Source: an optimization exercise on an open RTL-to-GDS flow (aim: small area). Production flows keep margins and buffers that such runs may drop. Where RTL was checked, it was by simulation tests only, not by an equivalence proof against the original.

==> flow/design.v (excerpt) <==
module sgmux (
    input  wire         clk,
    input  wire         rst,
    input  wire         h_we,
    input  wire [5:0]   h_idx,
    input  wire [31:0]  h_wdata,
    output reg  [31:0]  h_rdata,
    input  wire [2:0]   sector,
    input  wire [255:0] rslt,
    output wire [79:0]  clist,
    output wire [15:0]  ia,
    output wire [15:0]  ib,
    output wire [15:0]  ic,
    output wire [15:0]  udcb,
    output wire [15:0]  aux
);
==> flow/config.mk <==
export PLATFORM = sky130hd
export DESIGN_NAME = sgmux
export DESIGN_NICKNAME = sgmux
export VERILOG_FILES = /design/flow/design.v
export SDC_FILE = /design/flow/constraint.sdc
export NUM_CORES = 4
export LEC_CHECK = 0
export CAP_MARGIN = 20
export CORE_MARGIN = 2
export CORE_UTILIZATION = 65
export SLEW_MARGIN = 20
==> flow/constraint.sdc <==
create_clock -name core_clock -period 12.0 [get_ports {clk}]
set_input_delay 2.4000 -clock core_clock [delete_from_list [all_inputs] [get_ports {clk}]]
set_output_delay 2.4000 -clock core_clock [all_outputs]
set_load 0.01 [all_outputs]
standard.sh (not shown) runs the stock make flow with config.mk's settings and CLKGATE_MAP_FILE= SYNTH_SCRIPT=/design/flow/synth_recipe.tcl, a recipe that flattens the netlist after the stock synthesis.
==> flow/flow/run.sh <==
#!/bin/bash
# Standard ORFS layout (the standard.sh) with area-oriented options:
#  - port buffers made from the smallest buffer cell,
#  - clock tree from clkbuf_4 cells, without dummy balancing loads,
#  - downsizing of non-critical gates after global routing.
set -uo pipefail
export BUFFER_PORTS_ARGS="-buffer_cell sky130_fd_sc_hd__buf_1"
export CTS_ARGS="-sink_clustering_enable -repair_clock_nets -buf_list sky130_fd_sc_hd__clkbuf_4 -dont_use_dummy_load"
export RECOVER_POWER=100
bash standard.sh > standard.log 2>&1
The first run finished but fails on max-capacitance violations, max-slew violations.
Rerun with:
==> flow/flow/run.sh (replaced) <==
#!/bin/bash
# Standard ORFS layout (the standard.sh), with the port buffers made
# from the smallest buffer cell instead of the default choice.
set -uo pipefail
export BUFFER_PORTS_ARGS="-buffer_cell sky130_fd_sc_hd__buf_1"
bash standard.sh > standard.log 2>&1
After rerunning: The changed run went through all stages and came out clean; design area climbs by 2.9%; die area does not change; sequential cell count is unchanged; worst setup slack improves by 280 ps; first-iteration DRC count climbs by 0.78%; critical path depth climbs by 13; global-route usage climbs by 0.27 points; cell count drops by 0.71%.
No functional check of the RTL was part of any run of this note.

* * *

== the previous run ==
sgmux, a different RTL version from the one above (not shown whole).
For scale: ~450 flip-flops, roughly 490 I/O pins, ~28000 um2 of cells after synthesis.
clock: 12.0 ns
lec_check: 0
cap_margin: 10
core_margin: 2
core_utilization: 65
slew_margin: 10
==> flow/flow/run.sh <==
#!/bin/bash
# Standard ORFS layout (the standard.sh, unchanged synthesis script and
# registers) with area-oriented options:
#  - ABC maps the combinational logic with an area-recovering script
#    (flow/abc_area_map.script) in place of ORFS's delay-oriented one; timing
#    is then repaired by the normal placement/CTS/route repair steps,
#  - port buffers made from the smallest buffer cell,
#  - clock tree from clkbuf_4 cells, without dummy balancing loads.
# make's output goes to standard.log; each ORFS step keeps its own log under
# orfs/logs/.
set -uo pipefail
here=$(pwd)
rm -rf "$here/orfs_scripts"
cp -r "$FLOW_HOME/scripts" "$here/orfs_scripts"
cp "$here/flow/abc_area_map.script" "$here/orfs_scripts/abc_speed.script"
export SCRIPTS_DIR="$here/orfs_scripts"
export BUFFER_PORTS_ARGS="-buffer_cell sky130_fd_sc_hd__buf_1"
export CTS_ARGS="-sink_clustering_enable -repair_clock_nets -buf_list sky130_fd_sc_hd__clkbuf_4 -dont_use_dummy_load"
bash standard.sh > standard.log 2>&1
==> flow/flow/abc_area_map.script <==
&get -n
&st
&dch -f
&nf -R 1000 -p -F 8 -A 4
&st
&syn2
&dch -f
&nf -R 1000 -p -F 8 -A 4
&st
&synch2
&nf -R 1000 -p -F 8 -A 4
&st
&dch -f
&nf -R 1000 -p -F 8 -A 4
&st
&dch -f
&nf -R 1000 -p -F 8 -A 4
&st
&syn2
&dch -f
&nf -R 1000 -p -F 8 -A 4
&st
&dch -f
&nf -R 1000 -p -F 8 -A 4
&st
&dch -f
&nf -R 1000 -p -F 8 -A 4
&put
topo
stime -c
dnsize -c
The previous run | status: complete | timing, DRC, antenna: pass
Edits applied to the flow inputs when going from the previous run to the current run:
Settings: SLEW_MARGIN: 10 -> 20; CAP_MARGIN: 10 -> 20.
## What came out
The number of placed cells counting well taps of the previous run and that of the current run are within noise of each other. Count of clock-net buffers in the final layout up 1 in the current run wrt the previous run. Looking at slowest cell on the critical path, the a2111oi_2 result is from the previous run; the ha_2 one comes from the current run. Looking at number of cells traversed by the worst register-to-register path, the current run sits 2.2% above the previous run. Diff the previous run -> the current run: design area has remained practically unchanged, wire length per cell after detailed routing has increased. The current run against the previous run; total vias in the final route is up slightly. Diff the previous run -> the current run: proportion of cell area occupied by registers shows no meaningful change, filler-free cell count of the finished design roughly the same.

[port drivers added, routing unchanged]
In the flow no input, the clock included, has a driving cell. The finished layouts below were timed again as built, in two steps. Step 1 (the two cells are an assumption about what drives the block):
set clk [get_ports {clk}]
set_driving_cell -lib_cell sky130_fd_sc_hd__clkbuf_16 $clk
set_driving_cell -lib_cell sky130_fd_sc_hd__buf_2 [delete_from_list [all_inputs] $clk]
Step 2, shift: input delay + t, output delay - t, t = (earliest + latest rising clock arrival at the registers) / 2. This alone moves slack from input paths to output paths. a / b / c = ideal / step 1 / step 2; a / b = the first two.
run	shift t [ns]	slack for setup (ns)	clock arrival spread, ns	worst register clock-pin slew, ns
the first run of note 1	0.968	0.922 / 0.880 / 0.031	0.139 / 0.139	0.08 / 0.08
the second run of note 1	0.685	1.206 / 1.227 / 0.542	0.026 / 0.026	0.07 / 0.07
the previous run	0.913	0.811 / 0.755 / -0.063	0.154 / 0.154	0.08 / 0.08
the current run	0.995	0.905 / 0.889 / -0.106	0.108 / 0.108	0.08 / 0.08
Met with ideal ports but missed after step 2: setup timing in the previous run and the current run. For the current run, which loses most, drivers alone change the setup slack by -0.016 ns; drivers and shift together by -1.011 ns.
